From an optimization exercise on the open Yosys and OpenROAD flow, aimed at a short achievable clock period and few clock cycles; shortcuts taken in it are not production practice. Only simulation tests tie the RTL to the original design; equivalence was not proved. In runs 4 to 6 the design's own scripts or RTL, not TritonCTS, make the clock network. No driver is modelled on the clock port, so clock power and skew are understated where the tree is cut down; a real chip needs a root buffer or a tree. No activity file was given, so power comes from the tool's default toggle rates.

==> flow/design.v <==
module acb_stream (
    input  wire        clk,
    input  wire        rst,
    input  wire        start,
    input  wire [1:0]  op,
    input  wire [15:0] arg0,
    input  wire [12:0] in_len,
    output reg         done,
    output reg  [12:0] out_len,
    output reg  [12:0] in_pos,
    output reg  [2:0]  err_code,
    output reg  [15:0] err_info,
    output wire [11:0] in_addr,
    input  wire [7:0]  in_rdata,
    output wire [11:0] out_raddr,
    input  wire [7:0]  out_rdata,
    output reg         out_we,
    output reg  [11:0] out_waddr,
    output reg  [7:0]  out_wdata
);
    localparam [2:0] E_NONE       = 3'd0;
    localparam [2:0] E_INVALIDARG = 3'd1;
    localparam [2:0] E_ILLEGAL    = 3'd2;
    localparam [2:0] E_UNEXPEND   = 3'd3;
    localparam [2:0] E_DATA       = 3'd4;
    localparam [2:0] E_CAPACITY   = 3'd5;
    localparam [1:0] SEL_LIT = 2'd0,    
                     SEL_MEM = 2'd1,    
                     SEL_H1  = 2'd2,    
                     SEL_H2  = 2'd3;    
    localparam [2:0] I_ZERO = 3'd0, I_HP = 3'd1, I_HP1 = 3'd2, I_HPM2 = 3'd3,
                     I_CAP  = 3'd4, I_ARG = 3'd5, I_OP = 3'd6;
    reg        st_r;        
    reg [1:0]  op_r;
    reg [15:0] arg_r;
    reg [12:0] len_r;
    reg [2:0]  arg_hi;      
    reg        run;         
    reg        m_cmp, m_dec, m_mat;
    reg [12:0] hp;          
    reg [12:0] rem;         
    reg        remz, rem1;  
    reg [12:0] P;           
    reg [12:0] room;        
    reg        roomz;       
    reg [7:0]  z;           
    reg        zf;          
    reg [8:0]  fsh;         
    reg        exh;         
    reg        pf;          
    reg [4:0]  cc;          
    reg        cact;        
    reg [1:0]  csel;        
    reg        bad_r;       
    reg [11:0] ia;          
    reg        iv;          
    reg        rv;          
    reg [7:0]  ird;         
    reg        irv;
    reg [7:0]  q  [0:7];
    reg        qz [0:7];    
    reg [3:0]  n;
    assign in_addr = ia;
    wire v0 = (n != 4'd0);
    wire v1 = (n[3:1] != 3'd0);
    wire [7:0] w0 = q[0];
    wire [7:0] w1 = q[1];
    wire w0z = qz[0];
    wire w1z = qz[1];
    wire full = P[12];      
    reg        emit;        
    reg [1:0]  e_sel;
    reg [7:0]  e_byte;
    reg [1:0]  pop;
    reg        fin;         
    reg [2:0]  f_code;
    reg [2:0]  f_info;
    reg        mstart;      
    reg        fload;       
    reg        zset, zinc, zclr;
    wire [11:0] m_off = {w0[7:4], w1};
    wire        m_bad = (m_off == 12'd0) || ({1'b0, m_off} > P) ||
                        ({9'd0, w0[3:0]} + 13'd3 > room);
    wire [11:0] m_src = P[11:0] - m_off;
    wire [1:0]  m_sel = (m_off == 12'd1) ? SEL_H1 :
                        (m_off == 12'd2) ? SEL_H2 : SEL_MEM;
    always @(*) begin
        emit   = 1'b0;
        e_sel  = SEL_LIT;
        e_byte = 8'h00;
        pop    = 2'd0;
        fin    = 1'b0;
        f_code = E_NONE;
        f_info = I_ZERO;
        mstart = 1'b0;
        fload  = 1'b0;
        zset   = 1'b0;
        zinc   = 1'b0;
        zclr   = 1'b0;
        if (st_r) begin
            if (op_r == 2'd3) begin
                fin = 1'b1; f_code = E_ILLEGAL; f_info = I_OP;
            end else if (op_r == 2'd2 && arg_r > 16'd4096) begin
                fin = 1'b1; f_code = E_INVALIDARG; f_info = I_ARG;
            end
        end else if (run) begin
            if (m_cmp) begin
                if (remz) begin
                    if (zf) begin
                        emit = 1'b1; zclr = 1'b1;
                    end else begin
                        fin = 1'b1;
                    end
                end else if (v0) begin
                    if (!w0z) begin
                        emit = 1'b1;
                        if (zf) begin
                            zclr = 1'b1;
                        end else begin
                            e_byte = w0; pop = 2'd1;
                        end
                    end else if (!zf) begin
                        emit = 1'b1; pop = 2'd1; zset = 1'b1;
                    end else if (rem1 || v1) begin
                        pop = 2'd1;
                        if (rem1 || !w1z || z == 8'hff) begin
                            emit = 1'b1; e_byte = z; zclr = 1'b1;
                        end else begin
                            zinc = 1'b1;
                        end
                    end
                end
            end else if (m_dec) begin
                if (zf) begin
                    emit = 1'b1;
                end else if (remz) begin
                    fin = 1'b1;
                end else if (v0) begin
                    if (!w0z) begin
                        emit = 1'b1; e_byte = w0; pop = 2'd1;
                    end else if (rem1) begin
                        fin = 1'b1; f_code = E_UNEXPEND; f_info = I_HP1;    
                    end else if (v1) begin
                        emit = 1'b1; pop = 2'd2; zset = 1'b1;
                    end
                end
            end else begin
                if (bad_r) begin
                    fin = 1'b1; f_code = E_DATA; f_info = I_HPM2;
                end else if (cact) begin
                    emit = 1'b1; e_sel = csel;
                    if (exh && v0 && !remz) begin
                        pop = 2'd1; fload = 1'b1;
                    end
                end else if (roomz) begin
                    fin = 1'b1;
                end else if (exh) begin
                    if (remz) begin
                        fin = 1'b1; f_code = E_UNEXPEND; f_info = I_HP;
                    end else if (v0) begin
                        pop = 2'd1; fload = 1'b1;
                    end
                end else if (fsh[8]) begin
                    if (remz) begin
                        fin = 1'b1; f_code = E_UNEXPEND; f_info = I_HP;
                    end else if (v0) begin
                        emit = 1'b1; e_byte = w0; pop = 2'd1;
                    end
                end else begin
                    if (remz || rem1) begin
                        fin = 1'b1; f_code = E_UNEXPEND; f_info = I_HP;
                    end else if (v1) begin
                        emit = 1'b1; pop = 2'd2; mstart = 1'b1;
                        e_sel = m_sel;
                    end
                end
            end
            if (emit && full) begin
                emit   = 1'b0;
                mstart = 1'b0;
                fin    = 1'b1;
                f_code = E_CAPACITY;
                f_info = I_CAP;
            end
        end
    end
    reg [11:0] ra;           
    reg        p1_v, p2_v;
    reg [1:0]  p1_sel, p2_sel;
    reg [7:0]  p1_b, p2_b;
    reg        p1_fin, p2_fin;
    reg [7:0]  h1;           
    reg [7:0]  h2;           
    reg [2:0]  r_code;
    reg [2:0]  r_isel;       
    reg        r_pos;        
    reg        r_dec;        
    assign out_raddr = ra;
    wire busy = st_r | run | p1_fin | p2_fin;
    wire go   = start & ~busy;
    reg [7:0] wd;
    always @(*) begin
        case (p2_sel)
            SEL_LIT: wd = p2_b;
            SEL_MEM: wd = out_rdata;
            SEL_H1:  wd = h1;
            default: wd = h2;
        endcase
    end
    integer k;
    reg [7:0] qc0 [0:7];
    reg [7:0] qc1 [0:7];
    reg [7:0] qc2 [0:7];
    reg       qzc0 [0:7];
    reg       qzc1 [0:7];
    reg       qzc2 [0:7];
    wire      push = irv & run;
    wire      irdz = (ird == 8'h00);
    always @(*) begin
        for (k = 0; k < 8; k = k + 1) begin
            qc0[k]  = (push && n == k)     ? ird  : q[k];
            qc1[k]  = (push && n == k + 1) ? ird  : q[(k < 7) ? k + 1 : 7];
            qc2[k]  = (push && n == k + 2) ? ird  : q[(k < 6) ? k + 2 : 7];
            qzc0[k] = (push && n == k)     ? irdz : qz[k];
            qzc1[k] = (push && n == k + 1) ? irdz : qz[(k < 7) ? k + 1 : 7];
            qzc2[k] = (push && n == k + 2) ? irdz : qz[(k < 6) ? k + 2 : 7];
        end
    end
    wire [3:0]  n_p0   = n + {3'd0, push};
    wire [3:0]  n_p1   = n + {3'd0, push} - 4'd1;
    wire [3:0]  n_p2   = n + {3'd0, push} - 4'd2;
    wire [12:0] hp_p1  = hp + 13'd1;
    wire [12:0] hp_p2  = hp + 13'd2;
    wire [12:0] rem_m1 = rem - 13'd1;
    wire [12:0] rem_m2 = rem - 13'd2;
    wire        rem2   = (rem == 13'd2);
    wire        rem3   = (rem == 13'd3);
    wire        room1  = (room == 13'd1);
    always @(posedge clk) begin
        if (rst) begin
            st_r   <= 1'b0;
            run    <= 1'b0;
            bad_r  <= 1'b0;
            iv     <= 1'b0;
            rv     <= 1'b0;
            irv    <= 1'b0;
            ia     <= 12'd0;
            n      <= 4'd0;
            p1_v   <= 1'b0;
            p2_v   <= 1'b0;
            p1_fin <= 1'b0;
            p2_fin <= 1'b0;
            out_we <= 1'b0;
            done   <= 1'b0;
        end else begin
            st_r <= go;
            irv <= rv;
            if (go) begin
                rv <= 1'b1;
                iv <= 1'b1;
                ia <= 12'd1;
            end else if (st_r || run) begin
                rv <= iv;
                iv <= ({1'b0, n} + irv + rv + iv < 5'd8);
                ia <= ia + {11'd0, iv};
            end else begin
                rv <= iv;
                iv <= 1'b0;
                ia <= 12'd0;
            end
            case (pop)
                2'd0:    n <= n_p0;
                2'd1:    n <= n_p1;
                default: n <= n_p2;
            endcase
            if ((fin && run) || st_r)
                n <= 4'd0;
            bad_r <= mstart && m_bad;
            if (fin && run)
                run <= 1'b0;
            if (st_r && !fin)
                run <= 1'b1;
            p1_v   <= emit;
            p1_fin <= fin;
            p2_v   <= p1_v && !bad_r;
            p2_fin <= p1_fin;
            out_we <= p2_v;
            done   <= p2_fin;
        end
    end
    always @(posedge clk) begin
        op_r  <= op;
        arg_r <= arg0;
        len_r <= in_len;
        ird   <= in_rdata;
        for (k = 0; k < 8; k = k + 1) begin
            case (pop)
                2'd0:    begin q[k] <= qc0[k]; qz[k] <= qzc0[k]; end
                2'd1:    begin q[k] <= qc1[k]; qz[k] <= qzc1[k]; end
                default: begin q[k] <= qc2[k]; qz[k] <= qzc2[k]; end
            endcase
        end
        case (pop)
            2'd0: ;
            2'd1: begin
                hp <= hp_p1; rem <= rem_m1;
                remz <= rem1; rem1 <= rem2;
            end
            default: begin
                hp <= hp_p2; rem <= rem_m2;
                remz <= rem2; rem1 <= rem3;
            end
        endcase
        if (emit) begin
            P     <= P + 13'd1;
            room  <= room - 13'd1;
            roomz <= room1;
        end
        if (m_cmp) begin
            if (zset) begin
                z <= 8'd1; zf <= 1'b1;
            end else if (zinc) begin
                z <= z + 8'd1;
            end else if (zclr) begin
                z <= 8'd0; zf <= 1'b0;
            end
        end else begin
            if (zf) begin
                z  <= z - 8'd1;
                zf <= (z != 8'd1);
            end else if (zset) begin
                z  <= w1;
                zf <= !w1z;
            end
        end
        if (cact) begin
            cc   <= cc - 5'd1;
            cact <= (cc != 5'd1);
        end else if (mstart) begin
            cc   <= {1'b0, w0[3:0]} + 5'd2;
            cact <= 1'b1;
            csel <= m_sel;
        end
        ra <= cact ? ra + 12'd1 : m_src;
        if (fload) begin
            fsh <= {w0, 1'b1};
            exh <= 1'b0;
            pf  <= cact;
        end else if (emit && !cact) begin
            fsh <= {fsh[7:0], 1'b0};
            exh <= (fsh[6:0] == 7'd0);
            pf  <= 1'b0;
        end
        if (fin) begin
            r_code <= f_code;
            r_isel <= f_info;
            r_pos  <= (f_code == E_NONE);
            r_dec  <= (f_code == E_DATA);
        end
        if (st_r) begin
            m_cmp  <= (op_r == 2'd0);
            m_dec  <= (op_r == 2'd1);
            m_mat  <= (op_r == 2'd2);
            hp     <= 13'd0;
            rem    <= len_r;
            remz   <= (len_r == 13'd0);
            rem1   <= (len_r == 13'd1);
            P      <= 13'd0;
            room   <= arg_r[12:0];
            roomz  <= (arg_r[12:0] == 13'd0);
            arg_hi <= arg_r[15:13];
            zf     <= 1'b0;
            cact   <= 1'b0;
            fsh    <= 9'h100;
            exh    <= 1'b1;
            pf     <= 1'b0;
        end
        p1_sel <= e_sel;
        p1_b   <= e_byte;
        p2_sel <= p1_sel;
        p2_b   <= p1_b;
        out_wdata <= wd;
        if (p2_v) begin
            h1 <= wd;
            h2 <= h1;
        end
        out_waddr <= st_r ? 12'd0 : out_waddr + {11'd0, out_we};
        out_len  <= P - {12'd0, r_dec};
        in_pos   <= !r_pos ? 13'd0 : (m_mat && pf) ? hp - 13'd1 : hp;
        err_code <= r_code;
        case (r_isel)
            I_HP:    err_info <= {3'd0, hp};
            I_HP1:   err_info <= {3'd0, hp_p1};
            I_HPM2:  err_info <= {3'd0, hp - 13'd2};
            I_CAP:   err_info <= 16'd4096;
            I_ARG:   err_info <= {arg_hi, room};
            I_OP:    err_info <= 16'd3;
            default: err_info <= 16'd0;
        endcase
    end
endmodule
==> flow/flow/run.sh <==
#!/bin/bash
bash standard.sh SETUP_SLACK_MARGIN=7 ABC_CLOCK_PERIOD_IN_PS=3000 CORE_UTILIZATION=65 PLACE_DENSITY=0.75 "CTS_ARGS=-sink_clustering_enable -repair_clock_nets -sink_clustering_size 30 -sink_clustering_max_diameter 60 -num_static_layers 1" finish > flow_standard.log 2>&1
==> flow/standard.sh <==
#!/bin/bash
# synth_recipe.tcl (not shown) runs the flow's synth.tcl, then flattens the netlist and writes it again
# the make line also repeats each setting of config.mk as NAME=value (left out here)
make -C /OpenROAD-flow-scripts/flow DESIGN_CONFIG=/design/flow/config.mk WORK_HOME=/design/flow/orfs CLKGATE_MAP_FILE= SYNTH_SCRIPT=/design/flow/synth_recipe.tcl "${@:-finish}"
==> flow/config.mk <==
export PLATFORM = sky130hd
export DESIGN_NAME = acb_stream
export DESIGN_NICKNAME = acb_stream
export VERILOG_FILES = /design/flow/design.v
export SDC_FILE = /design/flow/constraint.sdc
export NUM_CORES = 4
export LEC_CHECK = 0
export CAP_MARGIN = 20
export CORE_MARGIN = 2
export CORE_UTILIZATION = 40
export SLEW_MARGIN = 20
==> flow/constraint.sdc <==
create_clock -name core_clock -period 10.0 [get_ports {clk}]
set_input_delay 2.0000 -clock core_clock [delete_from_list [all_inputs] [get_ports {clk}]]
set_output_delay 2.0000 -clock core_clock [all_outputs]
set_load 0.01 [all_outputs]
==> results of run 1 <==
cell type report:
class                      count  area [um2]
timing repair buffer         223        2070
tap                          330         413
sequential                   349        8010
clock inverter                23         304
clock buffer                  29         726
multi-input combinational   1160        8050
inverter                      77         289
fill                        1667        5250
cells in the final DEF (no fill, tap or decap), drive strengths merged, types with 40 or more instances in the layout:
| cell type | Yosys | layout |
|---|---|---|
| nand2 | 131 | 131 |
| a21oi | 51 | 51 |
| o21ai | 141 | 141 |
| nand3 | 57 | 57 |
| buf | 33 | 171 |
| clkdlybuf4s50 | 0 | 48 |
| xor2 | 40 | 40 |
| nor2 | 119 | 119 |
| dfxtp | 257 | 257 |
| inv | 77 | 93 |
| mux2i | 72 | 72 |
| o22a | 47 | 47 |
| xnor2 | 72 | 72 |
| ha | 61 | 61 |
| edfxtp | 92 | 92 |
Yosys cell counts, types with 13 or more instances:
cell / n
ha_1: 61
nor2_1: 119
nor2b_1: 26
or4_1: 13
o22a_1: 47
a22oi_1: 15
nand3_1: 57
nor4_1: 22
edfxtp_1: 92
o21ai_0: 140
or3_1: 26
xor2_1: 40
nor3_1: 34
mux2i_1: 71
inv_1: 77
buf_1: 18
and3_1: 18
dfxtp_1: 257
nand2_1: 130
xnor2_1: 72
nand4_1: 13
nand2b_1: 13
a21oi_1: 51
clkbuf_1: 72
o22ai_1: 18
power by group through the flow:
stage               logic (mW)  clock network, mW  registers (mW)
finish                   0.221               1.21            1.55
global route             0.241               1.28            1.55
CTS                      0.210               1.22            1.54
detailed placement       0.200                  0            1.58
global placement         0.194                  0            1.58
floorplan                0.120                  0            1.56
cells by family after synthesis:
| logic type | after synthesis | synth area share |
|---|---|---|
| buf+inv | 183 | 0.0434 |
| flops | 349 | 0.478 |
| simple gates | 516 | 0.156 |
| compound gates | 378 | 0.152 |
| fa+ha+maj | 63 | 0.0486 |
| mux | 91 | 0.0627 |
| xor+xnor | 112 | 0.0593 |
final timing paths:
| kind | endpoint | cells after the start |
|---|---|---|
| setup / recovery | in_addr[2] | 1 |
| hold / removal | p2_b[0]$_DFF_P_ | 0 |
| setup reg to reg | q[7][7]$_DFFE_PP_ | 9 |
| hold reg to reg | p2_b[0]$_DFF_P_ | 0 |
routing by layer:
metal / GRT usage / vias up
li1: - / 6401
met1: 0.443 / 6561
met2: 0.498 / 617
met3: 0.0416 / 81
met4: 0.0774 / 0
met5: 0 / -
stage by stage:
stage	hold slack [ns]	utilization	setup WS, ns	power (mW)
floorplan	0.310	-	7.26	1.68
global placement	0.313	0.718	6.06	1.77
detailed placement	0.312	0.718	6.00	1.78
CTS	0.331	0.779	6.94	2.98
global route	0.338	0.791	6.92	3.07
finish	0.331	0.791	6.95	2.98
timing repair:
item,CTS,global route
setup buffers,50,19
pin swaps,4,1
hold buffers,0,0
gates resized for setup,497,30
endpoints found under the hold margin,0,0
gates cloned,2,1
endpoints found under the setup margin,247,170
==> results by group, run 1 <==
Floorplanning
  – Chip width: 164 um
  – Die Ht: 164 um
  – Die footprint: 26,700 um2
  – Placeable Area: 25,100 um2
  – Num rows: 58
  – Starting Density: 0.659
  – # IOs: 141

CTS
  – TritonCTS Sinks: 349
  – CTS tree: built
  – Clock root buffer: clkbuf_16
  – Clock Tree Buf Depth: 3
  – # H-tree levels: 1
  – Clock Latency Late Sink: 0.57 ns
  – Clk slew on worst S/H paths: 0.09 ns
  – CTS buffer count: 28

Logic synthesis
  – Dominant synthesized flop cell: dfxtp_1
  – Synth async-reset ratio: 0
  – Yosys top cell by area: dfxtp_1
  – YS warnings: 9
  – Distinct cell type count after synthesis: 79
  – Post-Syn Area: 16,500 um2
  – Leading cell types by total area after synthesis: dfxtp_1 (31%), edfxtp_1 (17%), ha_1 (4.6%)
  – Mapped Cells: 1,692
  – Syn nets: 1,805
  – Avg Synthesized Cell Area: 9.78 um2
  – Share of the synthesized area in the top cell type: 0.311
  – Number of flops mapped to enable cells by yosys: 92
  – Sequential area share after synthesis: 0.478
  – Post-synthesis register bit count: 349

Global route
  – GRT Residual Overflow: 0
  – All-Layer GR Usage: 0.309
  – Antenna violations before repair: 0
  – First-pass GRT wire length: 67,100 um
  – Largest net degree at the start of global routing: 106
  – Vias in the first global route: 12,730

STA
  – Worst-margin pin slew: 1.05 ns
  – Final count of hold timing violations: 0
  – RSZ-0062 raised after global routing: yes
  – Clk_skew: 0.0262 ns
  – Period minus WS final: 3.05 ns
  – Slew margin rel.: 0.302
  – Setup_tns: 0 ns
  – Fin. max-slew vios: 0
  – Max Clock Freq: 0.328 GHz
  – Period utilization: 0.305
  – Final Setup Violations: 0

Final layout
  – Antenna cell count: 0
  – Area grow syn2layout: 20.1%
  – Largest reg by FF count: q
  – Post-layout instance count excluding filler cells: 2,191
  – Largest regs: q (64), arg_r (16), err_info (16)
  – Final nets: 1,952
  – Layout cells sized above 1: 0.185
  – Max reg flops: 64
  – Post-route cell area: 19,900 um2

Route
  – Met3 WL post-DR: 3180 um
  – Post-route ant nets: 0
  – Starting DRT DRC Count: 1,501
  – Via-to-Cell Ratio: 6.23
  – DRC: 0
  – DR WL met2: 19,800 um
  – WL/cell: 19.4 um
  – DR pass1 iterations: 5
  – Highest routed layer: met4
  – Vias post-DR: 13,660
  – M1 WL: 18,500 um
  – WL final: 42,500 um

Power and ir drop
  – Internal Pwr Total: 2.19 mW
  – Combinational Power Share: 0.074
  – Static Leak: 7.71 nW
  – Switching share of power: 0.262
  – Flop pwr share: 0.520
  – Power Dens Cells: 150 nW/um2
  – Clock power frac: 0.406
  – Sw Pwr: 781 uW
  – Peak supply drop: 0.000153 V

Place
  – Routability Congestion: 0.913
  – Placed Instances: 2,067
  – Area of placed instances: 18,000 um2
  – Number of buffers added on ports: 140
  – Detail Placement HPWL: 27,600 um

Run status
  – Status: complete, no violations

Setup path
  – WP data required: 8.00 ns
  – Critical path's slowest cell: dfxtp_4
  – Worst setup EP type: output port
  – Crit-path cells: buf_6
  – Arrival @ worst endpoint: 1.05 ns
  – CP Max Fanout: 2
  – R2R setup slack: 7.03 ns
  – Startpoint Class: register
  – CP bufs+invs: 1
  – CP delay by family, top: flip-flops
  – CP peak stage delay: 0.36 ns
  – RR Startpoint: rem1$_DFFE_PP_
  – CP Launch Point: ia[2]$_SDFF_PP0_
  – Setup CP Type: register to output port

Hold path
  – Hold Path Class: register to register
  – Hold wc startpoint: p1_b[0]$_SDFF_PP0_

Job
  – Max_cap viols: 0
Testbench counts, summed over its fixed seeds: cycles 270,399.
==> inputs of run 2 (changes only) <==
==> flow/flow/run.sh (replaced) <==
#!/bin/bash
bash standard.sh SETUP_SLACK_MARGIN=7 ABC_CLOCK_PERIOD_IN_PS=3000 CORE_UTILIZATION=65 PLACE_DENSITY=0.75 finish > flow_standard.log 2>&1
==> run 2 against run 1 <==
Global-route usage is 0.12 points higher. Clock skew is 0.013 ns lower. Synthesized cell count stayed put. Total power is 5.7% higher. Fmax is 1.8% higher. Register-to-register slack better by 0.04 ns. Core utilization is 0.55 points lower. Synthesized area stayed put. Cell count is 0.32% higher. Via count is 0.40% lower. Critical path type unchanged.
==> results by group, run 2 <==
Run status
  – Status: complete, no violations

Logic synthesis
  – Post-Syn Area: 16,500 um2
  – Post-synthesis register bit count: 349
  – Synth async-reset ratio: 0
  – Distinct cell type count after synthesis: 79
  – Share of the synthesized area in the top cell type: 0.311
  – Number of flops mapped to enable cells by yosys: 92
  – Sequential area share after synthesis: 0.478
  – Leading cell types by total area after synthesis: dfxtp_1 (31%), edfxtp_1 (17%), ha_1 (4.6%)
  – Dominant synthesized flop cell: dfxtp_1
  – Count leader, synth: dfxtp_1
  – Commonest cells in the synthesized netlist: dfxtp_1 (257), o21ai_0 (140), nand2_1 (130)
  – YS warnings: 9
  – Mapped Cells: 1,692
  – Yosys top cell by area: dfxtp_1
  – Syn nets: 1,805
  – Avg Synthesized Cell Area: 9.78 um2

Setup path
  – Worst setup EP type: output port
  – Startpoint Class: register
  – Crit-path cells: buf_6
  – CP Max Fanout: 4
  – CP peak stage delay: 0.35 ns
  – Arrival @ worst endpoint: 0.99 ns
  – CP delay by family, top: flip-flops
  – CP bufs+invs: 1
  – WP data required: 8.00 ns
  – Critical path's slowest cell: dfxtp_4
  – Setup CP Type: register to output port

Final layout
  – Layout fillers: 1,695
  – Area grow syn2layout: 19.2%
  – Largest reg by FF count: q
  – Largest regs: q (64), arg_r (16), err_info (16)
  – Commonest non-fill, non-tap cells in the layout: dfxtp_1 (212), o21ai_0 (140), nand2_1 (130)
  – Max reg flops: 64
  – Layout cells sized above 1: 0.169
  – Antenna cell count: 0
  – Final nets: 1,952
  – Commonest non-fill, non-tap cell in the layout: dfxtp_1
  – Post-route cell area: 19,700 um2

Floorplanning
  – Placeable Area: 25,100 um2
  – Starting Density: 0.659
  – # IOs: 141
  – Chip width: 164 um
  – Num rows: 58
  – Die Ht: 164 um
  – Die footprint: 26,700 um2

Route
  – DRC: 0
  – WL final: 42,600 um
  – Via-to-Cell Ratio: 6.19
  – Vias post-DR: 13,606
  – WL/cell: 19.4 um
  – Post-route ant nets: 0
  – Starting DRT DRC Count: 1,425
  – DR pass1 iterations: 5

CTS
  – Clock Tree Buf Depth: 3
  – Clock Latency Late Sink: 0.53 ns
  – # H-tree levels: 2
  – Post-CTS Hold Buffers: 0
  – Clock root buffer: clkbuf_16
  – TritonCTS Sinks: 349
  – Clk slew on worst S/H paths: 0.06 ns
  – CTS tree: built
  – CTS buffer count: 37

STA
  – Worst-margin pin slew: 1.02 ns
  – Period minus WS final: 2.99 ns
  – Max Clock Freq: 0.334 GHz
  – Setup_tns: 0 ns
  – Final count of hold timing violations: 0
  – Final Setup Violations: 0
  – Fin. max-slew vios: 0
  – Period utilization: 0.299
  – RSZ-0062 raised after global routing: yes
  – Slew margin rel.: 0.317
  – Clk_skew: 0.0137 ns

Hold path
  – Hold Path Class: register to register

Place
  – Detail Placement HPWL: 27,600 um
  – Number of buffers added on ports: 140
  – Routability Congestion: 0.913
  – Area of placed instances: 18,000 um2

Global route
  – GRT Residual Overflow: 0
  – First-pass GRT wire length: 66,900 um
  – Largest net degree at the start of global routing: 106
  – All-Layer GR Usage: 0.310
  – Antenna violations before repair: 0
  – Vias in the first global route: 12,685

Job
  – Max_cap viols: 0

Power and ir drop
  – Static Leak: 7.72 nW
  – Power Dens Cells: 160 nW/um2
  – Peak supply drop: 0.000203 V
## run 2: final cells by class
cell class / instances / area [um2] / share of cell area
well taps: 330 / 413 / 0.0209
flip-flops and latches: 349 / 7990 / 0.405
clock buffers: 56 / 1150 / 0.0585
multi-input cells: 1160 / 8020 / 0.407
clock inverters: 12 / 100 / 0.00508
inverters: 77 / 289 / 0.0147
repair buffers: 214 / 1760 / 0.0891
## run 2: logic make-up after synthesis
family,count (synthesis),synth area share
AND/OR/NAND/NOR,516,0.156
AO/OA/AOI/OAI,378,0.152
flip-flops,349,0.478
buffers and inverters,183,0.0434
XOR/XNOR,112,0.0593
multiplexers,91,0.0627
adder cells (fa/ha/maj),63,0.0486
## run 2: stage by stage
step	power, mW	instances	hold WS, ns	util	setup slack, ns
global route	3.24	2198	0.330	0.785	6.97
global placement	1.77	2067	0.313	0.718	6.06
CTS	3.15	2177	0.324	0.774	7.00
detailed placement	1.78	2067	0.312	0.718	6.00
floorplan	1.68	1692	0.310	-	7.26
finish	3.15	2198	0.320	0.785	7.01
## run 2: report_power, final
part | switching [mW] | internal [mW] | total, mW
sequential | 0.0454 | 1.50 | 1.54
clock | 0.564 | 0.829 | 1.39
combinational | 0.112 | 0.0968 | 0.209
total | 0.722 | 2.42 | 3.15
## run 2: path summary, 6_finish.rpt
path                           start                end  slack (ns)  cells past startpoint
setup / recovery    ia[1]$_SDFF_PP0_         in_addr[1]        7.01                      1
hold / removal    p1_b[7]$_SDFF_PP0_    p2_b[7]$_DFF_P_        0.32                      0
setup reg to reg     n[2]$_SDFF_PP0_  q[7][3]$_DFFE_PP_        7.07                      8
hold reg to reg   p1_b[7]$_SDFF_PP0_    p2_b[7]$_DFF_P_        0.32                      0
## run 2: layer usage
layer | vias to the layer above | global-route usage | part of all wire | routed length, um
li1 | 6408 | - | - | -
met1 | 6531 | 0.444 | 0.44 | 18800
met2 | 579 | 0.495 | 0.47 | 19900
met3 | 88 | 0.0424 | 0.068 | 2890
met4 | 0 | 0.0893 | 0.024 | 1010
met5 | - | 0 | 0 | 0
## run 2: what timing repair did
item,CTS,global route
pin swaps,4,1
gates cloned,2,1
buffers inserted,40,20
endpoints found under the setup margin,235,88
resized for setup,439,24
==> inputs of run 3 (changes only) <==
--- a/flow/design.v
+++ b/flow/design.v
@@ -59,12 +59,16 @@
     reg        irv;
-    reg [7:0]  q  [0:7];
-    reg        qz [0:7];    
-    reg [3:0]  n;
+    reg [7:0]  B  [0:7];
+    reg        Bz [0:7];    
+    reg [2:0]  wp, rp;
+    reg [3:0]  n;           
+    reg [7:0]  H0, H1;
+    reg        H0z, H1z;
+    reg        hv0, hv1;    
     assign in_addr = ia;
-    wire v0 = (n != 4'd0);
-    wire v1 = (n[3:1] != 3'd0);
-    wire [7:0] w0 = q[0];
-    wire [7:0] w1 = q[1];
-    wire w0z = qz[0];
-    wire w1z = qz[1];
+    wire v0 = hv0;
+    wire v1 = hv1;
+    wire [7:0] w0 = H0;
+    wire [7:0] w1 = H1;
+    wire w0z = H0z;
+    wire w1z = H1z;
     wire full = P[12];      
@@ -210,18 +214,12 @@
     integer k;
-    reg [7:0] qc0 [0:7];
-    reg [7:0] qc1 [0:7];
-    reg [7:0] qc2 [0:7];
-    reg       qzc0 [0:7];
-    reg       qzc1 [0:7];
-    reg       qzc2 [0:7];
     wire      push = irv & run;
     wire      irdz = (ird == 8'h00);
+    reg [7:0] cb  [0:3];
+    reg       cbz [0:3];
+    reg [2:0] ci;
     always @(*) begin
-        for (k = 0; k < 8; k = k + 1) begin
-            qc0[k]  = (push && n == k)     ? ird  : q[k];
-            qc1[k]  = (push && n == k + 1) ? ird  : q[(k < 7) ? k + 1 : 7];
-            qc2[k]  = (push && n == k + 2) ? ird  : q[(k < 6) ? k + 2 : 7];
-            qzc0[k] = (push && n == k)     ? irdz : qz[k];
-            qzc1[k] = (push && n == k + 1) ? irdz : qz[(k < 7) ? k + 1 : 7];
-            qzc2[k] = (push && n == k + 2) ? irdz : qz[(k < 6) ? k + 2 : 7];
+        for (k = 0; k < 4; k = k + 1) begin
+            ci     = rp + k;
+            cb[k]  = (push && wp == ci) ? ird  : B[ci];
+            cbz[k] = (push && wp == ci) ? irdz : Bz[ci];
         end
@@ -248,2 +246,4 @@
             n      <= 4'd0;
+            hv0    <= 1'b0;
+            hv1    <= 1'b0;
             p1_v   <= 1'b0;
@@ -271,8 +271,17 @@
             case (pop)
-                2'd0:    n <= n_p0;
-                2'd1:    n <= n_p1;
-                default: n <= n_p2;
+                2'd0: begin
+                    n <= n_p0; hv0 <= (n_p0 != 4'd0); hv1 <= (n_p0[3:1] != 3'd0);
+                end
+                2'd1: begin
+                    n <= n_p1; hv0 <= (n_p1 != 4'd0); hv1 <= (n_p1[3:1] != 3'd0);
+                end
+                default: begin
+                    n <= n_p2; hv0 <= (n_p2 != 4'd0); hv1 <= (n_p2[3:1] != 3'd0);
+                end
             endcase
-            if ((fin && run) || st_r)
-                n <= 4'd0;
+            if ((fin && run) || st_r) begin
+                n   <= 4'd0;
+                hv0 <= 1'b0;
+                hv1 <= 1'b0;
+            end
             bad_r <= mstart && m_bad;
@@ -295,12 +304,14 @@
         ird   <= in_rdata;
-        for (k = 0; k < 8; k = k + 1) begin
-            case (pop)
-                2'd0:    begin q[k] <= qc0[k]; qz[k] <= qzc0[k]; end
-                2'd1:    begin q[k] <= qc1[k]; qz[k] <= qzc1[k]; end
-                default: begin q[k] <= qc2[k]; qz[k] <= qzc2[k]; end
-            endcase
+        if (push) begin
+            B[wp]  <= ird;
+            Bz[wp] <= irdz;
+            wp     <= wp + 3'd1;
         end
         case (pop)
-            2'd0: ;
+            2'd0: begin
+                H0 <= cb[0]; H0z <= cbz[0]; H1 <= cb[1]; H1z <= cbz[1];
+            end
             2'd1: begin
+                H0 <= cb[1]; H0z <= cbz[1]; H1 <= cb[2]; H1z <= cbz[2];
+                rp <= rp + 3'd1;
                 hp <= hp_p1; rem <= rem_m1;
@@ -309,2 +320,4 @@
             default: begin
+                H0 <= cb[2]; H0z <= cbz[2]; H1 <= cb[3]; H1z <= cbz[3];
+                rp <= rp + 3'd2;
                 hp <= hp_p2; rem <= rem_m2;
@@ -364,2 +377,4 @@
             hp     <= 13'd0;
+            rp     <= 3'd0;
+            wp     <= 3'd0;
             rem    <= len_r;
==> run 3 against run 2 <==
Clock power up 6%. Die area up 15%. Cell area up 12%. Largest power group unchanged. Register-to-register slack better by 0.08 ns. Fmax down 0.48%. Synthesized cell count up 7.7%. Critical endpoint is now in_addr[0]. Via count up 7.8%. Global-route usage down 1.6 points. Largest cell class unchanged.
==> results by group, run 3 <==
Run status
  – Status: complete, no violations

STA
  – Clk_skew: 0.0228 ns
  – Slew margin rel.: 0.302
  – Hold_ws: 0.326 ns
  – Period minus WS final: 3.01 ns
  – Setup_tns: 0 ns
  – RSZ-0062 raised after global routing: yes
  – Worst-margin pin slew: 1.05 ns
  – Period utilization: 0.301
  – Fin. max-slew vios: 0
  – Max Clock Freq: 0.333 GHz
  – Final Setup Violations: 0
  – Final count of hold timing violations: 0

Setup path
  – Arrival @ worst endpoint: 1.01 ns
  – CP Launch Point: ia[0]$_SDFF_PP0_
  – CP Max Fanout: 2
  – R2R setup slack: 7.15 ns
  – CP bufs+invs: 1
  – Startpoint Class: register
  – RR Startpoint: rem1$_DFFE_PP_
  – Critical path's slowest cell: dfxtp_2
  – Setup CP Type: register to output port
  – Worst setup EP type: output port
  – WP data required: 8.00 ns
  – CP peak stage delay: 0.36 ns
  – CP delay by family, top: flip-flops
  – R2R depth: 6
  – Crit-path cells: buf_6
  – Reg2Reg Capture Point: room[12]$_DFFE_PP_

Final layout
  – Layout fillers: 1,932
  – Max reg flops: 64
  – Area grow syn2layout: 16.5%
  – Final nets: 2,074
  – Layout cells sized above 1: 0.186
  – Largest reg by FF count: B
  – Antenna cell count: 0
  – Commonest non-fill, non-tap cell in the layout: dfxtp_1
  – Largest regs: B (64), arg_r (16), err_info (16)
  – Commonest non-fill, non-tap cells in the layout: dfxtp_1 (186), nand2_1 (168), nor2_1 (161)

CTS
  – Clock Latency Late Sink: 0.54 ns
  – Clock root buffer: clkbuf_16
  – Clock Tree Buf Depth: 3
  – TritonCTS Sinks: 378
  – Post-CTS Hold Buffers: 0
  – CTS tree: built
  – CTS buffer count: 39
  – Clk slew on worst S/H paths: 0.06 ns
  – # H-tree levels: 2

Logic synthesis
  – Yosys top cell by area: dfxtp_1
  – Post-Syn Area: 19,000 um2
  – Sequential area share after synthesis: 0.474
  – Dominant synthesized flop cell: dfxtp_1
  – Mapped Cells: 1,822
  – YS warnings: 3
  – Post-synthesis register bit count: 378
  – Share of the synthesized area in the top cell type: 0.244
  – Commonest cells in the synthesized netlist: dfxtp_1 (232), nand2_1 (171), nor2_1 (161)
  – Distinct cell type count after synthesis: 74
  – Number of flops mapped to enable cells by yosys: 146
  – Count leader, synth: dfxtp_1
  – Syn nets: 1,942
  – Synth async-reset ratio: 0
  – Avg Synthesized Cell Area: 10.4 um2
  – Leading cell types by total area after synthesis: dfxtp_1 (24%), edfxtp_1 (23%), mux4_2 (8.6%)

Global route
  – Vias in the first global route: 14,278
  – Antenna violations before repair: 0
  – Largest net degree at the start of global routing: 81
  – GRT Residual Overflow: 0
  – First-pass GRT wire length: 73,200 um
  – All-Layer GR Usage: 0.294

Place
  – Routability Congestion: 0.874
  – Detail Placement HPWL: 31,500 um
  – Number of buffers added on ports: 140

Route
  – DRC: 0
  – DR pass1 iterations: 6
  – WL/cell: 19.5 um
  – Post-route ant nets: 0
  – WL final: 46,200 um
  – Starting DRT DRC Count: 1,294
  – Vias post-DR: 14,672
  – Via-to-Cell Ratio: 6.20

Power and ir drop
  – Peak supply drop: 0.000206 V
  – Power Dens Cells: 155 nW/um2
  – Static Leak: 8.43 nW

Floorplanning
  – Starting Density: 0.661
  – Die Ht: 175 um
  – # IOs: 141
  – Placeable Area: 28,800 um2
  – Die footprint: 30,700 um2
  – Chip width: 175 um
  – Num rows: 62

Job
  – Max_cap viols: 0

Hold path
  – Endpoint, Worst Hold: p2_b[5]$_DFF_P_
  – Hold Path Class: register to register
  – Hold wc startpoint: p1_b[5]$_SDFF_PP0_
  – Hold Crit Depth: 0
-- run 3: cell types whose count changed after synthesis, sizes merged, moves of 23 or more --
cell	previous run	this run
mux2i	72	49
nor2	119	161
o22a	47	1
o21ai	141	111
dfxtp	257	232
nand2	131	173
mux4	8	73
a21oi	51	89
edfxtp	92	146
-- run 3: per-layer routing --
metal | global-route usage | up-vias | routed length, um
li1 | - | 6905 | -
met1 | 0.389 | 7016 | 19000
met2 | 0.495 | 630 | 22700
met3 | 0.0520 | 121 | 3190
met4 | 0.0944 | 0 | 1290
met5 | 0 | - | 0
-- run 3: kinds of logic (layout without fill, tap and decap cells) --
logic type / Yosys count / in the layout / synth area share
DFF: 378 / 378 / 0.474
buffers and inverters: 175 / 336 / 0.0366
adders and majority gates: 70 / 70 / 0.0468
xor gates and xnor gates: 128 / 128 / 0.0603
and+or+nand+nor: 589 / 589 / 0.150
muxes: 132 / 132 / 0.118
AOI/OAI and AO/OA: 350 / 351 / 0.114
-- run 3: what timing repair did --
action                     4_1_cts  5_1_grt
pin swaps                        1        4
resized for setup              432       35
setup buffers                   26       12
cloned                           0        1
setup endpoints to repair      145       89
-- run 3: worst max path at each step --
stage,to,slack [ns],depth (start not counted)
after floorplan,H1[2]$_DFF_P_,7.02,12
after global placement,ia[0]$_SDFF_PP0_,6.26,3
after detailed placement,ia[0]$_SDFF_PP0_,6.22,3
after CTS,out_waddr[2],6.86,1
after global routing,out_waddr[2],6.96,1
final,in_addr[0],6.99,1
-- run 3: metrics by stage --
| step | setup slack, ns | cell area, um2 | instances | util | total power, mW |
|---|---|---|---|---|---|
| 2_1_floorplan | 7.02 | 19000 | 1822 | - | 1.87 |
| 3_3_place_gp | 6.26 | 20600 | 2258 | 0.717 | 1.98 |
| 3_5_place_dp | 6.22 | 20600 | 2258 | 0.717 | 1.98 |
| 4_1_cts | 6.86 | 21900 | 2355 | 0.762 | 3.45 |
| 5_1_grt | 6.96 | 22200 | 2368 | 0.770 | 3.55 |
| 6_report | 6.99 | 22200 | 2368 | 0.770 | 3.43 |
-- run 3: final cells by class --
cell class              count  area (um2)  share of cell area
well taps                 384         480              0.0217
clock inverters            16         174             0.00784
flip-flops and latches    378        9110               0.411
multi-input cells        1270        9410               0.424
repair buffers            196        1570              0.0710
inverters                  69         263              0.0118
clock buffers              55        1160              0.0524
-- run 3: power by group --
group          switching (mW)  total [mW]  internal (mW)  leakage (nW)
Combinational           0.128       0.237          0.109          4.53
Sequential             0.0586        1.71           1.65          3.26
Clock                   0.591        1.48          0.894         0.640
Total                   0.778        3.43           2.66          8.43
Testbench counts of run 3, summed over its fixed seeds: cycles 270,399.
==> inputs of run 4 (changes only) <==
==> flow/flow/run.sh (replaced) <==
#!/bin/bash
HERE=$(pwd)
bash standard.sh SETUP_SLACK_MARGIN=7 ABC_CLOCK_PERIOD_IN_PS=3000 CORE_UTILIZATION=65 PLACE_DENSITY=0.75 PRE_CTS_TCL=$HERE/flow/star_cts.tcl finish > flow_standard.log 2>&1
==> flow/flow/star_cts.tcl (new file) <==
# Clock tree: the clock port drives one root buffer, which drives K leaf
# buffers, each driving the flip-flops of one cluster (k-means on the
# placed flip-flops). Every flip-flop is two buffers from the port. The tree
# is built in place of clock_tree_synthesis; the rest of ORFS's CTS step
# (legalisation, repair) runs as usual.

set ::star_clk_net  clk
set ::star_leaves   16
set ::star_root_buf sky130_fd_sc_hd__clkbuf_16
set ::star_leaf_buf sky130_fd_sc_hd__clkbuf_16

rename clock_tree_synthesis orig_clock_tree_synthesis

proc star_kmeans {pts k iters} {
  set n [llength $pts]
  # start from points spread along the list sorted by x then y
  set srt [lsort -real -index 0 $pts]
  set cents {}
  for {set i 0} {$i < $k} {incr i} {
    set p [lindex $srt [expr {int(($i + 0.5) * $n / $k)}]]
    lappend cents [list [lindex $p 0] [lindex $p 1]]
  }
  # k-means++-ish refinement: plain Lloyd iterations
  for {set it 0} {$it < $iters} {incr it} {
    set sx [lrepeat $k 0.0]; set sy [lrepeat $k 0.0]; set cnt [lrepeat $k 0]
    set asg {}
    foreach p $pts {
      set px [lindex $p 0]; set py [lindex $p 1]
      set best 0; set bd 1e30
      for {set c 0} {$c < $k} {incr c} {
        set dx [expr {$px - [lindex $cents $c 0]}]
        set dy [expr {$py - [lindex $cents $c 1]}]
        set d [expr {abs($dx) + abs($dy)}]
        if {$d < $bd} { set bd $d; set best $c }
      }
      lappend asg $best
      lset sx $best [expr {[lindex $sx $best] + $px}]
      lset sy $best [expr {[lindex $sy $best] + $py}]
      lset cnt $best [expr {[lindex $cnt $best] + 1}]
    }
    for {set c 0} {$c < $k} {incr c} {
      if {[lindex $cnt $c] > 0} {
        lset cents $c [list [expr {[lindex $sx $c] / [lindex $cnt $c]}] [expr {[lindex $sy $c] / [lindex $cnt $c]}]]
      }
    }
  }
  return [list $cents $asg]
}

proc clock_tree_synthesis {args} {
  set block [ord::get_db_block]
  set db [ord::get_db]
  set clk_net [$block findNet $::star_clk_net]
  set k $::star_leaves
  set root_master [$db findMaster $::star_root_buf]
  set leaf_master [$db findMaster $::star_leaf_buf]

  set sinks {}
  set pts {}
  foreach it [$clk_net getITerms] {
    set inst [$it getInst]
    set bb [$inst getBBox]
    set x [expr {([$bb xMin] + [$bb xMax]) / 2.0}]
    set y [expr {([$bb yMin] + [$bb yMax]) / 2.0}]
    lappend sinks $it
    lappend pts [list $x $y]
  }
  puts "star_cts: [llength $sinks] sinks, $k leaves"
  lassign [star_kmeans $pts $k 30] cents asg

  # root at the centre of the leaves
  set rx 0.0; set ry 0.0
  foreach c $cents { set rx [expr {$rx + [lindex $c 0]}]; set ry [expr {$ry + [lindex $c 1]}] }
  set rx [expr {int($rx / $k)}]; set ry [expr {int($ry / $k)}]

  set root [odb::dbInst_create $block $root_master "clkbuf_root_star"]
  $root setLocation $rx $ry
  $root setPlacementStatus PLACED
  set root_net [odb::dbNet_create $block "clknet_root_star"]
  $root_net setSigType CLOCK
  [$root findITerm A] connect $clk_net
  [$root findITerm X] connect $root_net

  set leaf_nets {}
  for {set c 0} {$c < $k} {incr c} {
    set leaf [odb::dbInst_create $block $leaf_master "clkbuf_leaf_star_$c"]
    $leaf setLocation [expr {int([lindex $cents $c 0])}] [expr {int([lindex $cents $c 1])}]
    $leaf setPlacementStatus PLACED
    set net [odb::dbNet_create $block "clknet_leaf_star_$c"]
    $net setSigType CLOCK
    [$leaf findITerm A] connect $root_net
    [$leaf findITerm X] connect $net
    lappend leaf_nets $net
  }
  set i 0
  foreach it $sinks {
    set c [lindex $asg $i]
    $it disconnect
    $it connect [lindex $leaf_nets $c]
    incr i
  }
  set cnts [lrepeat $k 0]
  foreach c $asg { lset cnts $c [expr {[lindex $cnts $c] + 1}] }
  puts "star_cts: leaf fanouts $cnts"
  set_propagated_clock [all_clocks]
}
==> run 4 against run 3 <==
Register-to-register slack got worse by 0.09 ns. Cell area decreased by 3.6%. Sequential share of layout area increased by 1.6 points. Synthesized area unchanged. Clock skew increased by 0.033 ns. Wire length decreased by 3.6%. Still clean on timing, DRC and antenna. Sequential cell count unchanged. Core utilization decreased by 2.8 points. Fmax decreased by 0.82%. Cell count decreased by 2.1%. Hold slack improved by 0.0097 ns.
==> results by group, run 4 <==
Setup path
  – CP peak stage delay: 0.38 ns
  – WP data required: 8.00 ns
  – Arrival @ worst endpoint: 1.03 ns
  – Worst setup EP type: output port
  – Startpoint Class: register
  – Critical path's slowest cell: dfxtp_4
  – CP delay by family, top: flip-flops
  – Setup CP Type: register to output port
  – CP Max Fanout: 2
  – Crit-path cells: buf_6
  – CP bufs+invs: 1

STA
  – Period utilization: 0.303
  – Final Setup Violations: 0
  – Final count of hold timing violations: 0
  – Hold_ws: 0.336 ns
  – Worst-margin pin slew: 1.06 ns
  – Setup_tns: 0 ns
  – Fin. max-slew vios: 0
  – RSZ-0062 raised after global routing: yes
  – Slew margin rel.: 0.295
  – Period minus WS final: 3.03 ns
  – Clk_skew: 0.0562 ns
  – Max Clock Freq: 0.330 GHz

Logic synthesis
  – Avg Synthesized Cell Area: 10.4 um2
  – Share of the synthesized area in the top cell type: 0.244
  – Sequential area share after synthesis: 0.474
  – Syn nets: 1,942
  – Commonest cells in the synthesized netlist: dfxtp_1 (232), nand2_1 (171), nor2_1 (161)
  – Mapped Cells: 1,822
  – Count leader, synth: dfxtp_1
  – Number of flops mapped to enable cells by yosys: 146
  – YS warnings: 3
  – Dominant synthesized flop cell: dfxtp_1
  – Post-Syn Area: 19,000 um2
  – Yosys top cell by area: dfxtp_1
  – Leading cell types by total area after synthesis: dfxtp_1 (24%), edfxtp_1 (23%), mux4_2 (8.6%)
  – Synth async-reset ratio: 0
  – Post-synthesis register bit count: 378
  – Distinct cell type count after synthesis: 74

Place
  – Routability Congestion: 0.874
  – Number of buffers added on ports: 140
  – Area of placed instances: 20,600 um2
  – Detail Placement HPWL: 31,500 um
  – Placed Instances: 2,258

Power and ir drop
  – Peak supply drop: 0.000138 V
  – Combinational Power Share: 0.090
  – Switching share of power: 0.231
  – Internal Pwr Total: 2.07 mW
  – Pwr Total: 2.69 mW
  – Power Dens Cells: 126 nW/um2
  – Static Leak: 8.04 nW
  – Sw Pwr: 622 uW
  – Clock power frac: 0.274
  – Flop pwr share: 0.636

Hold path
  – Hold Path Class: register to register

Route
  – Vias post-DR: 14,366
  – WL final: 44,500 um
  – DR pass1 iterations: 6
  – Via-to-Cell Ratio: 6.19
  – Starting DRT DRC Count: 1,102
  – DRC: 0
  – Post-route ant nets: 0
  – WL/cell: 19.2 um

Global route
  – Antenna violations before repair: 0
  – First-pass GRT wire length: 71,100 um
  – All-Layer GR Usage: 0.282
  – Vias in the first global route: 13,922
  – Largest net degree at the start of global routing: 81
  – GRT Residual Overflow: 0

Floorplanning
  – Die Ht: 175 um
  – # IOs: 141
  – Num rows: 62
  – Placeable Area: 28,800 um2
  – Starting Density: 0.661
  – Chip width: 175 um
  – Die footprint: 30,700 um2

Final layout
  – Final nets: 2,057
  – Antenna cell count: 0
  – Commonest non-fill, non-tap cells in the layout: dfxtp_1 (179), nand2_1 (168), nor2_1 (161)
  – Largest reg by FF count: B
  – Largest regs: B (64), arg_r (16), err_info (16)
  – Post-route cell area: 21,400 um2
  – Area grow syn2layout: 12.3%
  – Max reg flops: 64
  – Layout cells sized above 1: 0.174
  – Post-layout instance count excluding filler cells: 2,319
  – Commonest non-fill, non-tap cell in the layout: dfxtp_1

CTS
  – Clk slew on worst S/H paths: 0.12 ns
  – Clock Latency Late Sink: 0.54 ns

Job
  – Max_cap viols: 0

Run status
  – Status: complete, no violations
run 4: cell families (layout without fill, tap and decap cells):
group | after synthesis | count (layout) | share of synthesized area
xor+xnor | 128 | 128 | 0.0603
mux | 132 | 132 | 0.118
buf+inv | 175 | 287 | 0.0366
simple gates | 589 | 589 | 0.150
compound gates | 350 | 351 | 0.114
flops | 378 | 378 | 0.474
fa+ha+maj | 70 | 70 | 0.0468
run 4: final cells by class:
type	instances	area (um2)
buffer	17	425
fill	2065	7410
inverter	69	263
multi-input combinational	1270	9390
sequential	378	9120
tap	384	480
timing repair buffer	201	1700
run 4: final timing paths:
kind	start	to	slack, ns	cells past startpoint
hold / removal	p1_b[7]$_SDFF_PP0_	p2_b[7]$_DFF_P_	0.34	0
setup / recovery	out_we$_SDFF_PP0_	out_we	6.97	1
setup reg to reg	run$_SDFFE_PP0P_	hv1$_SDFF_PP0_	7.06	12
hold reg to reg	p1_b[7]$_SDFF_PP0_	p2_b[7]$_DFF_P_	0.34	0
run 4: layer usage:
| metal | vias up | wire length (um) | share of wire | GRT usage |
|---|---|---|---|---|
| met5 | - | 0 | 0 | 0 |
| met4 | 0 | 1120 | 0.025 | 0.0694 |
| met3 | 88 | 3120 | 0.070 | 0.0379 |
| met2 | 562 | 21800 | 0.49 | 0.483 |
| met1 | 6883 | 18500 | 0.41 | 0.382 |
| li1 | 6833 | - | - | - |
run 4: what timing repair did:
item / in CTS / in global routing
pin swaps: 1 / 3
setup endpoints to repair: 129 / 109
cloned: 0 / 1
hold buffers: 0 / 0
buffers inserted: 34 / 9
gates resized for setup: 448 / 35
run 4: worst register-to-register path, delay by kind of cell, from the launching register on:
kind                     cells  cell delay [ns]
XOR/XNOR                     2             0.37
buffers and inverters        1             0.25
adder cells (fa/ha/maj)      3             0.75
AND/OR/NAND/NOR              3             0.55
AO/OA/AOI/OAI                3             0.49
flip-flops                   1             0.41
run 4: power by group through the flow:
stage                     sequential [mW]  combinational, mW  clock (mW)
after floorplan                      1.73              0.144           0
after global placement               1.74              0.232           0
after detailed placement             1.75              0.237           0
after CTS                            1.71              0.233       0.751
after global routing                 1.72              0.268       0.804
final                                1.71              0.243       0.736
run 4: per-stage QoR:
| stage | util | worst slack, ns |
|---|---|---|
| 6_report | 0.743 | 6.97 |
| 4_1_cts | 0.735 | 6.91 |
| 3_5_place_dp | 0.717 | 6.22 |
| 5_1_grt | 0.743 | 6.82 |
| 3_3_place_gp | 0.717 | 6.26 |
| 2_1_floorplan | - | 7.02 |
==> inputs of run 5 (changes only) <==
--- a/flow/flow/star_cts.tcl
+++ b/flow/flow/star_cts.tcl
@@ -1,6 +1 @@
-# Clock tree: the clock port drives one root buffer, which drives K leaf
-# buffers, each driving the flip-flops of one cluster (k-means on the
-# placed flip-flops). Every flip-flop is two buffers from the port. The tree
-# is built in place of clock_tree_synthesis; the rest of ORFS's CTS step
-# (legalisation, repair) runs as usual.
 
@@ -8,2 +3,3 @@
 set ::star_leaves   16
+set ::star_roots    4
 set ::star_root_buf sky130_fd_sc_hd__clkbuf_16
@@ -70,14 +66,17 @@
 
-  # root at the centre of the leaves
-  set rx 0.0; set ry 0.0
-  foreach c $cents { set rx [expr {$rx + [lindex $c 0]}]; set ry [expr {$ry + [lindex $c 1]}] }
-  set rx [expr {int($rx / $k)}]; set ry [expr {int($ry / $k)}]
-
-  set root [odb::dbInst_create $block $root_master "clkbuf_root_star"]
-  $root setLocation $rx $ry
-  $root setPlacementStatus PLACED
-  set root_net [odb::dbNet_create $block "clknet_root_star"]
-  $root_net setSigType CLOCK
-  [$root findITerm A] connect $clk_net
-  [$root findITerm X] connect $root_net
+  # leaves grouped under the roots
+  set nr $::star_roots
+  lassign [star_kmeans $cents $nr 30] rcents rasg
+  set root_nets {}
+  for {set r 0} {$r < $nr} {incr r} {
+    set root [odb::dbInst_create $block $root_master "clkbuf_root_star_$r"]
+    $root setLocation [expr {int([lindex $rcents $r 0])}] [expr {int([lindex $rcents $r 1])}]
+    $root setPlacementStatus PLACED
+    set root_net [odb::dbNet_create $block "clknet_root_star_$r"]
+    $root_net setSigType CLOCK
+    [$root findITerm A] connect $clk_net
+    [$root findITerm X] connect $root_net
+    lappend root_nets $root_net
+  }
+  puts "star_cts: leaves per root $rasg"
 
@@ -90,3 +89,3 @@
     $net setSigType CLOCK
-    [$leaf findITerm A] connect $root_net
+    [$leaf findITerm A] connect [lindex $root_nets [lindex $rasg $c]]
     [$leaf findITerm X] connect $net
==> run 5 against run 4 <==
Still clean on timing, DRC and antenna. Sequential share of layout area barely moved. Register-to-register slack improved by 0.08 ns. Global-route usage decreased by 0.27 points. Die area is the same. Critical endpoint is now in_addr[9]. Largest power group unchanged. Highest routed layer unchanged.
==> results by group, run 5 <==
Route
  – WL/cell: 19.3 um
  – DRC: 0
  – Via-to-Cell Ratio: 6.21
  – WL final: 44,100 um
  – Vias post-DR: 14,222
  – Post-route ant nets: 0
  – Starting DRT DRC Count: 1,156
  – DR pass1 iterations: 6

Setup path
  – Arrival @ worst endpoint: 0.98 ns
  – CP peak stage delay: 0.37 ns
  – WP data required: 8.00 ns
  – Critical path's slowest cell: dfxtp_2
  – CP delay by family, top: flip-flops
  – CP bufs+invs: 1
  – Crit-path cells: dlygate4sd2_1
  – Setup CP Type: register to output port
  – CP Max Fanout: 3
  – Worst setup EP type: output port
  – Startpoint Class: register

Final layout
  – Post-layout util: 0.739
  – Antenna cell count: 0
  – Area of the multi-input gates: 9430 um2
  – Post-layout instance count excluding filler cells: 2,289
  – Largest reg by FF count: B
  – Commonest non-fill, non-tap cells in the layout: dfxtp_1 (199), nand2_1 (168), nor2_1 (161)
  – Largest regs: B (64), arg_r (16), err_info (16)
  – Max reg flops: 64
  – Commonest non-fill, non-tap cell in the layout: dfxtp_1
  – Layout cells sized above 1: 0.106
  – Final nets: 2,027
  – Area grow syn2layout: 11.8%
  – Layout fillers: 2,112
  – Register area: 9080 um2

Logic synthesis
  – Sequential area share after synthesis: 0.474
  – Share of the synthesized area in the top cell type: 0.244
  – Commonest cells in the synthesized netlist: dfxtp_1 (232), nand2_1 (171), nor2_1 (161)
  – Avg Synthesized Cell Area: 10.4 um2
  – Number of flops mapped to enable cells by yosys: 146
  – Count leader, synth: dfxtp_1
  – YS warnings: 3
  – Post-Syn Area: 19,000 um2
  – Post-synthesis register bit count: 378
  – Dominant synthesized flop cell: dfxtp_1
  – Leading cell types by total area after synthesis: dfxtp_1 (24%), edfxtp_1 (23%), mux4_2 (8.6%)
  – Synth async-reset ratio: 0
  – Distinct cell type count after synthesis: 74
  – Yosys top cell by area: dfxtp_1
  – Syn nets: 1,942
  – Mapped Cells: 1,822

Hold path
  – Hold Path Class: register to register

STA
  – Slew margin rel.: 0.284
  – Final Setup Violations: 0
  – Worst-margin pin slew: 1.07 ns
  – RSZ-0062 raised after global routing: yes
  – Period minus WS final: 2.98 ns
  – Max Clock Freq: 0.336 GHz
  – Hold_ws: 0.335 ns
  – Period utilization: 0.298
  – Fin. max-slew vios: 0
  – Setup_tns: 0 ns
  – Clk_skew: 0.0640 ns
  – Final count of hold timing violations: 0

Global route
  – First-pass GRT wire length: 70,500 um
  – Antenna violations before repair: 0
  – Vias in the first global route: 13,762
  – GRT Residual Overflow: 0
  – All-Layer GR Usage: 0.279
  – Largest net degree at the start of global routing: 81

Place
  – Routability Congestion: 0.874
  – Detail Placement HPWL: 31,500 um
  – Placed Instances: 2,258
  – Number of buffers added on ports: 140

Floorplanning
  – Num rows: 62
  – # IOs: 141
  – Die Ht: 175 um
  – Placeable Area: 28,800 um2
  – Starting Density: 0.661
  – Die footprint: 30,700 um2
  – Chip width: 175 um

Power and ir drop
  – Static Leak: 7.99 nW
  – Peak supply drop: 0.000141 V
  – Power Dens Cells: 129 nW/um2
  – Pwr Total: 2.73 mW

CTS
  – Clock Latency Late Sink: 0.35 ns
  – Clk slew on worst S/H paths: 0.11 ns

Job
  – Max_cap viols: 0

Run status
  – Status: complete, no violations
-- run 5: cell type report --
class,count,area share
sequential,378,0.427
tap,384,0.0226
buffer,20,0.0235
multi-input combinational,1270,0.443
inverter,69,0.0124
timing repair buffer,168,0.0718
-- run 5: routing by layer --
metal,up-vias,GRT usage,share of wire
met1,6833,0.380,0.42
met2,531,0.474,0.49
met3,83,0.0363,0.065
met5,-,0,0
met4,0,0.0747,0.026
li1,6775,-,-
-- run 5: cells by family after synthesis --
group	after synthesis	synth area share
AND/OR/NAND/NOR	589	0.150
flip-flops	378	0.474
AO/OA/AOI/OAI	350	0.114
buffers and inverters	175	0.0366
multiplexers	132	0.118
XOR/XNOR	128	0.0603
adder cells (fa/ha/maj)	70	0.0468
-- run 5: final timing paths --
kind	startpoint	endpoint	slack, ns	cells after the start
worst max register to register	P[1]$_SDFFE_PP0P_	ra[10]$_DFF_P_	7.14	9
worst min register to register	p1_b[7]$_SDFF_PP0_	p2_b[7]$_DFF_P_	0.34	0
worst max-delay path	ia[9]$_SDFF_PP0_	in_addr[9]	7.02	1
worst min-delay path	p1_b[7]$_SDFF_PP0_	p2_b[7]$_DFF_P_	0.34	0
-- run 5: what timing repair did --
item / 4_1_cts / 5_1_grt
hold buffers: 0 / 0
pin swaps: 1 / 4
setup endpoints to repair: 134 / 87
buffers inserted: 3 / 7
gates cloned: 0 / 1
gates resized for setup: 124 / 47
-- run 5: power by group --
part / switching (mW) / internal (mW) / leakage [nW]
sequential: 0.0585 / 1.65 / 3.25
clock: 0.432 / 0.361 / 0.246
combinational: 0.124 / 0.106 / 4.49
total: 0.615 / 2.12 / 7.99
-- run 5: per-stage QoR --
step	area [um2]	worst slack, ns
6_report	21300	7.02
3_5_place_dp	20600	6.22
3_3_place_gp	20600	6.26
2_1_floorplan	19000	7.02
5_1_grt	21300	6.97
4_1_cts	21100	7.00
==> inputs of run 6 (changes only) <==
--- a/flow/flow/star_cts.tcl
+++ b/flow/flow/star_cts.tcl
@@ -2,3 +2,3 @@
 set ::star_clk_net  clk
-set ::star_leaves   16
+set ::star_leaves   24
 set ::star_roots    4
==> run 6 against run 5 <==
Sequential power barely moved. Hold slack got worse by 0.0013 ns. Combinational power barely moved. First-iteration DRC count rose by 5.8%. Wire length fell by 0.25%. Core utilization rose by 0.44 points. Largest power group unchanged.
==> results by group, run 6 <==
Logic synthesis
  – Number of flops mapped to enable cells by yosys: 146
  – Post-synthesis register bit count: 378
  – Commonest cells in the synthesized netlist: dfxtp_1 (232), nand2_1 (171), nor2_1 (161)
  – Distinct cell type count after synthesis: 74
  – Yosys top cell by area: dfxtp_1
  – Syn nets: 1,942
  – Dominant synthesized flop cell: dfxtp_1
  – Largest family of logic cells by synthesized area: simple AND/OR/NAND/NOR gates
  – Share of the synthesized area in the top cell type: 0.244
  – Synth async-reset ratio: 0
  – Mux share of post-synthesis cell area: 0.118
  – YS warnings: 3
  – Leading cell types by total area after synthesis: dfxtp_1 (24%), edfxtp_1 (23%), mux4_2 (8.6%)
  – Adder-cell share of the synthesized area: 0.0468
  – Post-Syn Area: 19,000 um2
  – Mapped Cells: 1,822
  – Compound-Gate Fraction of Synth Area: 0.114
  – Sequential area share after synthesis: 0.474
  – Count leader, synth: dfxtp_1
  – XOR/XNOR Fraction of Synth Area: 0.0603
  – Avg Synthesized Cell Area: 10.4 um2
  – Post-Synth Simple-Gate Area: 0.150

Power and ir drop
  – Combinational Power Share: 0.079
  – Sw Pwr: 644 uW
  – Flop pwr share: 0.591
  – Internal Pwr Total: 2.26 mW
  – Switching share of power: 0.222
  – Clock power frac: 0.330
  – Peak supply drop: 0.000151 V
  – Static Leak: 8.08 nW
  – Power Dens Cells: 136 nW/um2

Setup path
  – Setup CP Type: register to output port
  – CP bufs+invs: 1
  – CP peak stage delay: 0.38 ns
  – Arrival @ worst endpoint: 0.98 ns
  – CP Launch Point: ra[7]$_DFF_P_
  – CP delay by family, top: flip-flops
  – RR Startpoint: run$_SDFFE_PP0P_
  – Critical path's slowest cell: dfxtp_2
  – CP Max Fanout: 5
  – Crit-path cells: dlygate4sd2_1
  – WP data required: 8.00 ns
  – Startpoint Class: register
  – Worst setup EP type: output port

STA
  – Clk_skew: 0.0266 ns
  – Worst-margin pin slew: 1.05 ns
  – Fin. max-slew vios: 0
  – Setup_tns: 0 ns
  – Hold_ws: 0.334 ns
  – Final count of hold timing violations: 0
  – RSZ-0062 raised after global routing: yes
  – Period minus WS final: 2.98 ns
  – Final Setup Violations: 0
  – Slew margin rel.: 0.299
  – Period utilization: 0.298
  – Max Clock Freq: 0.335 GHz

Route
  – Starting DRT DRC Count: 1,223
  – WL/cell: 19.2 um
  – WL final: 44,000 um
  – Post-route ant nets: 0
  – Vias post-DR: 14,296
  – DRC: 0
  – DR pass1 iterations: 5
  – Via-to-Cell Ratio: 6.23

Final layout
  – Largest reg by FF count: B
  – Antenna cell count: 0
  – Layout cells sized above 1: 0.102
  – Commonest non-fill, non-tap cells in the layout: dfxtp_1 (212), nand2_1 (168), nor2_1 (161)
  – Commonest non-fill, non-tap cell in the layout: dfxtp_1
  – Largest regs: B (64), arg_r (16), err_info (16)
  – Area grow syn2layout: 12.4%
  – Max reg flops: 64
  – Final nets: 2,031

Floorplanning
  – Die footprint: 30,700 um2
  – Chip width: 175 um
  – Starting Density: 0.661
  – # IOs: 141
  – Placeable Area: 28,800 um2
  – Num rows: 62
  – Die Ht: 175 um

Hold path
  – Hold Path Class: register to register
  – Hold wc startpoint: p1_b[7]$_SDFF_PP0_

Global route
  – GRT Residual Overflow: 0
  – All-Layer GR Usage: 0.280
  – Vias in the first global route: 13,856
  – Met2 usage: 0.476
  – First-pass GRT wire length: 70,700 um
  – Antenna violations before repair: 0
  – Met3 usage in global routing: 0.0305
  – Largest net degree at the start of global routing: 81
  – GR peak layer: met2
  – GR Util met1: 0.383

Job
  – Max_cap viols: 0

CTS
  – Clk slew on worst S/H paths: 0.08 ns
  – Clock Latency Late Sink: 0.34 ns

Place
  – Routability Congestion: 0.874
  – Number of buffers added on ports: 140
  – Detail Placement HPWL: 31,500 um

Run status
  – Status: complete, no violations
[run 6: power groups by stage]
stage	Combinational (mW)	Clock [mW]	Sequential, mW
floorplan	0.144	0	1.73
global placement	0.232	0	1.74
detailed placement	0.237	0	1.75
CTS	0.227	0.967	1.71
global route	0.255	1.03	1.72
finish	0.230	0.958	1.71
[run 6: kinds of logic (layout without fill, tap and decap cells)]
family / count (synthesis) / in the layout
AND/OR/NAND/NOR: 589 / 589
flip-flops: 378 / 378
AO/OA/AOI/OAI: 350 / 351
buffers and inverters: 175 / 261
multiplexers: 132 / 132
XOR/XNOR: 128 / 128
adder cells (fa/ha/maj): 70 / 70
[run 6: stage by stage]
stage	area (um2)	total power, mW	worst slack, ns	cells	util
after floorplan	19000	1.87	7.02	1822	-
after global placement	20600	1.98	6.26	2258	0.717
after detailed placement	20600	1.98	6.22	2258	0.717
after CTS	21300	2.90	7.00	2289	0.741
after global routing	21400	3.00	6.96	2293	0.744
final	21400	2.90	7.02	2293	0.744
[run 6: path summary, 6_finish.rpt]
kind,slack (ns),cells after the start,endpoint
worst min register to register,0.33,0,p2_b[7]$_DFF_P_
worst min-delay path,0.33,0,p2_b[7]$_DFF_P_
worst max register to register,7.15,12,hv1$_SDFF_PP0_
worst max-delay path,7.02,1,out_raddr[7]
[run 6: worst register-to-register path, stage by stage, from the launching register on]
cell and delay [ns]:
dfxtp_1 0.43, nand2_4 0.20, clkinvlp_4 0.21, ha_1 0.27, ha_1 0.26, xnor2_2 0.29, ha_1 0.23, nor2b_1 0.23
xnor2_1 0.09, o21ai_0 0.23, o211ai_1 0.13, a21oi_1 0.13, nor2_1 0.05
[run 6: repair_timing]
item / in CTS / in global routing
hold buffers: 0 / 0
buffers inserted: 3 / 3
cloned: 0 / 1
setup endpoints to repair: 147 / 85
resized for setup: 113 / 38
pin swaps: 1 / 3
[run 6: per-layer routing]
metal | part of all wire | vias to the layer above
met4 | 0.028 | 0
li1 | - | 6782
met1 | 0.43 | 6883
met5 | 0 | -
met2 | 0.49 | 530
met3 | 0.060 | 101
[run 6: area by class of cell]
cell class              instances  area, um2
fillers                      2096       7380
multi-input cells            1270       9420
plain buffers                  28        701
repair buffers                164       1480
well taps                     384        480
inverters                      69        263
flip-flops and latches        378       9060

-- what the ideal ports hide --
No port has a modelled driver above. Below, the same layouts with a new extraction and two added sets of constraints. Step 1 sets driving cells, clkbuf_16 on the clock port and buf_2 on the other inputs (assumed; they add their load-dependent delay and slew). Step 2 adds t to the input delays and takes it off the output delays; t is the mean of the earliest and latest rising clock arrival at the registers after step 1. Input paths then give back, and output paths get back, about the clock's delay inside the block. Slacks: ideal ports / drivers / drivers and shift; pairs: ideal ports / drivers.
| run | t (ns) | setup slack, ns | worst setup path after step 2 |
|---|---|---|---|
| run 1 | 0.609 | 6.953 / 6.902 / 6.807 | input to register |
| run 2 | 0.571 | 7.008 / 6.956 / 6.792 | input to register |
| run 3 | 0.579 | 6.993 / 6.940 / 6.654 | input to register |
| run 4 | 0.561 | 6.968 / 6.917 / 6.677 | input to register |
| run 5 | 0.435 | 7.025 / 6.910 / 6.695 | input to register |
| run 6 | 0.434 | 7.017 / 6.910 / 6.754 | input to register |
After both steps every run listed still meets setup and hold. The setup slack of run 3, which loses most, moves by -0.053 ns with the drivers and by -0.339 ns with both steps.
